Context: an optimization exercise on an open-source flow, tuned for small area, a short achievable clock period and few clock cycles. The choices shown serve that exercise and are no tape-out recipe. Where RTL was checked, it was by simulation tests only, not by an equivalence proof against the original. No activity file was given, so power comes from the tool's default toggle rates.

## ifsb_codec
module ifsb_codec (
    input  wire        clk,
    input  wire        rst,
    input  wire        req_valid,
    input  wire [7:0]  req_data,
    output wire        req_ready,
    output wire        dout_valid,
    output wire [7:0]  dout_data,
    input  wire        dout_ready,
    output wire        rsp_valid,
    input  wire        rsp_ready,
    output wire [3:0]  rsp_code,
    output wire        rsp_has_status,
    output wire [7:0]  rsp_status,
    output wire [15:0] rsp_value,
    output wire [7:0]  rsp_consumed,
    output wire [31:0] rsp_info
);
    localparam [3:0] R_OK          = 4'd0;
    localparam [3:0] R_NO_RESPONSE = 4'd1;
    localparam [3:0] R_NOOP        = 4'd2;
    localparam [3:0] R_SYNC_ERR    = 4'd3;
    localparam [3:0] R_TRUNCATED   = 4'd4;
    localparam [3:0] R_LEN_ERR     = 4'd5;
    localparam [3:0] R_CRC_ERR     = 4'd6;
  ...
Size in the first run: roughly 720 cells after synthesis.
Settings: LEC_CHECK=0, CAP_MARGIN=20, CORE_MARGIN=2, CORE_UTILIZATION=40, SLEW_MARGIN=20; clock period 10.0 ns.
standard.sh (not shown) runs the stock make flow with config.mk's settings and CLKGATE_MAP_FILE= SYNTH_SCRIPT=/design/flow/synth_recipe.tcl, a recipe that flattens the netlist after the stock synthesis.
==> flow/flow/run.sh <==
#!/bin/bash
set -euo pipefail
bash standard.sh SETUP_SLACK_MARGIN=6.85 \
  "BUFFER_PORTS_ARGS=-buffer_cell sky130_fd_sc_hd__buf_1" \
  finish > standard_flow.log 2>&1
The baseline finished with timing, DRC and antenna clean.
Testbench counts at the start, summed over its fixed seeds: cycles 72,419.
Edit:
==> flow/flow/run.sh (replaced) <==
#!/bin/bash
set -euo pipefail
bash standard.sh SETUP_SLACK_MARGIN=6.8 \
  "BUFFER_PORTS_ARGS=-buffer_cell sky130_fd_sc_hd__buf_1" \
  "CTS_ARGS=-sink_clustering_enable -repair_clock_nets -root_buf sky130_fd_sc_hd__clkbuf_16 -buf_list sky130_fd_sc_hd__clkbuf_8" \
  finish > standard_flow.log 2>&1
=> Clock-buffer cell count drops by 5. Clock skew rose by 8.3 ps. Combinational power decreases by 4.6%. Die area stays the same. Design area is lower by 4.9%. Via count is lower by 1.3%. Sequential power stays flat. Cell count drops by 2.4%. Worst setup slack loses 16 ps.
Edit:
==> flow/flow/run.sh (replaced) <==
#!/bin/bash
set -euo pipefail
bash standard.sh SETUP_SLACK_MARGIN=6.8 \
  "BUFFER_PORTS_ARGS=-buffer_cell sky130_fd_sc_hd__buf_1" \
  "CTS_ARGS=-sink_clustering_enable -repair_clock_nets -root_buf sky130_fd_sc_hd__clkbuf_16 -buf_list sky130_fd_sc_hd__clkbuf_4" \
  finish > standard_flow.log 2>&1
Clock power fell by 12%.
Die area does not change.
Area after synthesis is unchanged.
Power is lower by 5.0%.
Cell area drops by 0.77%.
Non-clock buffer count rose by 5.
Count of clock-buffer cells in the layout goes up by 5.
Core utilization falls by 0.36 points.
Edit:
==> flow/flow/run.sh (replaced) <==
#!/bin/bash
set -euo pipefail
bash standard.sh SETUP_SLACK_MARGIN=6.9 \
  "BUFFER_PORTS_ARGS=-buffer_cell sky130_fd_sc_hd__buf_1" \
  "CTS_ARGS=-sink_clustering_enable -repair_clock_nets -root_buf sky130_fd_sc_hd__clkbuf_16 -buf_list sky130_fd_sc_hd__clkbuf_8" \
  finish > standard_flow.log 2>&1
=> The new run passed the timing, design-rule and antenna checks. Die area is unchanged. Total power is higher by 15%. Final cell count rises by 2.3%. Fmax came out higher by 2.8%. Global-route usage increases by 0.47 points. Area after synthesis stays the same. Sequential share of layout area went down by 2.2 points. Combinational power rises by 7.7%. Setup slack is better by 87 ps. Wire length came out higher by 1.5%.

## run 1
Another version of the RTL of ifsb_codec (not shown whole).
For scale: ~720 cells after synthesis, ~130 flip-flops, ~93 I/O pins, roughly 7200 sq um of cells after synthesis.
// ifsb_codec
module ifsb_codec (
    input  wire        clk,
    input  wire        rst,
    input  wire        req_valid,
    input  wire [7:0]  req_data,
    output wire        req_ready,
    output wire        dout_valid,
    output wire [7:0]  dout_data,
    input  wire        dout_ready,
    output wire        rsp_valid,
    input  wire        rsp_ready,
    output wire [3:0]  rsp_code,
    output wire        rsp_has_status,
    output wire [7:0]  rsp_status,
    output wire [15:0] rsp_value,
    output wire [7:0]  rsp_consumed,
    output wire [31:0] rsp_info
);
Settings: LEC_CHECK=0, CAP_MARGIN=20, CORE_MARGIN=2, CORE_UTILIZATION=40, SLEW_MARGIN=20; clock period 10.0 ns.
==> flow/flow/run.sh <==
#!/bin/bash
set -euo pipefail
bash standard.sh SETUP_SLACK_MARGIN=6.8 \
  "BUFFER_PORTS_ARGS=-buffer_cell sky130_fd_sc_hd__buf_1" \
  "CTS_BUF_LIST=sky130_fd_sc_hd__clkbuf_4 sky130_fd_sc_hd__clkbuf_8" \
  finish > standard_flow.log 2>&1
Both conditions hold for run 1: the flow ran to the end and the final layout passed the timing, design-rule and antenna checks.
Testbench counts of run 1, summed over its fixed seeds: cycles 72,419.
Relative to run 1, the following input files were edited for run 2:
==> flow/flow/run.sh <==
#!/bin/bash
set -euo pipefail
bash standard.sh SETUP_SLACK_MARGIN=6.8 \
  "BUFFER_PORTS_ARGS=-buffer_cell sky130_fd_sc_hd__buf_1" \
  finish > standard_flow.log 2>&1
Diff run 1 -> run 2: worst clock skew decreased by 0.0052 ns relative to the old numbers, non-clock buffer count in the final layout lost about 11%, flip-flop and latch share of the layout cell area -0.53 points.
[run 2] clock-pin slew on the worst setup and hold paths fell 0.02 ns relative to run 1
Insertion delay to the later sink of the worst-skew pair | run 2 below run 1
Global-route wire length before repair improves in run 2 relative to run 1.
Of the two values seen for kind of critical path, input pin to flip-flop was produced by run 1 and flip-flop to output port by run 2.
In terms of sequential group power, run 1 and run 2 differ only marginally.
Re clock share of power: run 2 is 6.2 points up on run 1.

ifsb_codec, a different RTL version from the one above (not shown whole).
Size in the first run: ~730 cells after synthesis, ~130 flip-flops, roughly 93 I/O pins, about 7200 µm² of cells after synthesis.
// ifsb_codec
module ifsb_codec (
    input  wire        clk,
    input  wire        rst,
    input  wire        req_valid,
    input  wire [7:0]  req_data,
    output wire        req_ready,
    output wire        dout_valid,
    output wire [7:0]  dout_data,
    input  wire        dout_ready,
    output wire        rsp_valid,
    input  wire        rsp_ready,
    output wire [3:0]  rsp_code,
    output wire        rsp_has_status,
    output wire [7:0]  rsp_status,
    output wire [15:0] rsp_value,
    output wire [7:0]  rsp_consumed,
    output wire [31:0] rsp_info
);
==> flow/config.mk <==
export PLATFORM = sky130hd
export DESIGN_NAME = ifsb_codec
export DESIGN_NICKNAME = ifsb_codec
export VERILOG_FILES = /design/flow/design.v
export SDC_FILE = /design/flow/constraint.sdc
export NUM_CORES = 4
export LEC_CHECK = 0
export CAP_MARGIN = 20
export CORE_MARGIN = 2
export CORE_UTILIZATION = 40
export SLEW_MARGIN = 20
==> flow/constraint.sdc <==
create_clock -name core_clock -period 10.0 [get_ports {clk}]
set_input_delay 2.0000 -clock core_clock [delete_from_list [all_inputs] [get_ports {clk}]]
set_output_delay 2.0000 -clock core_clock [all_outputs]
set_load 0.01 [all_outputs]
==> flow/flow/run.sh <==
#!/bin/bash
set -euo pipefail
bash standard.sh SETUP_SLACK_MARGIN=6.5 \
  "BUFFER_PORTS_ARGS=-buffer_cell sky130_fd_sc_hd__buf_1" \
  finish > standard_flow.log 2>&1
The first run passed the timing, design-rule and antenna checks.
Change:
--- a/flow/flow/run.sh
+++ b/flow/flow/run.sh
@@ -3 +3 @@
-bash standard.sh SETUP_SLACK_MARGIN=6.5 \
+bash standard.sh SETUP_SLACK_MARGIN=6.8 \
Non-clock buffer count is higher by 12. Hold slack hardly moves. Wire length is higher by 5.3%. Global-route usage is higher by 1.3 points. Combinational power is higher by about 4%. Worst setup slack improved by 42 ps. Area after synthesis stays the same. Final area is higher by about 2%.
No functional check of the RTL was part of any run of this note.

[what the ideal ports hide]
The flow's constraints put no driver on any port. The routed layouts listed below were extracted and timed again, unchanged, in two steps. Step 1 sets driving cells, clkbuf_16 on the clock port and buf_2 on the other inputs (assumed; they add their load-dependent delay and slew). Step 2 adds t to the input delays and takes it off the output delays; t is the mean of the earliest and latest rising clock arrival at the registers after step 1. Input paths then give back, and output paths get back, about the clock's delay inside the block. a / b / c = ideal ports / drivers / drivers and shift; a / b = the first two.
run	t, ns	slack for setup (ns)	worst setup path at the end	pins driven straight from the clock port
the first run of note 1	0.468	6.880 / 6.835 / 6.455	input to register	1
the second run of note 1	0.421	6.864 / 6.817 / 6.490	input to register	1
the third run of note 1	0.422	6.837 / 6.790 / 6.465	input to register	1
the fourth run of note 1	0.423	6.924 / 6.881 / 6.544	input to register	1
run 1	0.509	6.838 / 6.813 / 6.344	input to register	1
run 2	0.465	6.831 / 6.790 / 6.435	input to register	1
the first run of note 3	0.465	6.522 / 6.515 / 6.050	input to register	1
the second run of note 3	0.469	6.564 / 6.561 / 6.092	input to register	1
After both steps setup and hold are still met in every run listed. The setup slack of run 1, which loses most, moves by -0.025 ns with the drivers and by -0.494 ns with both steps.
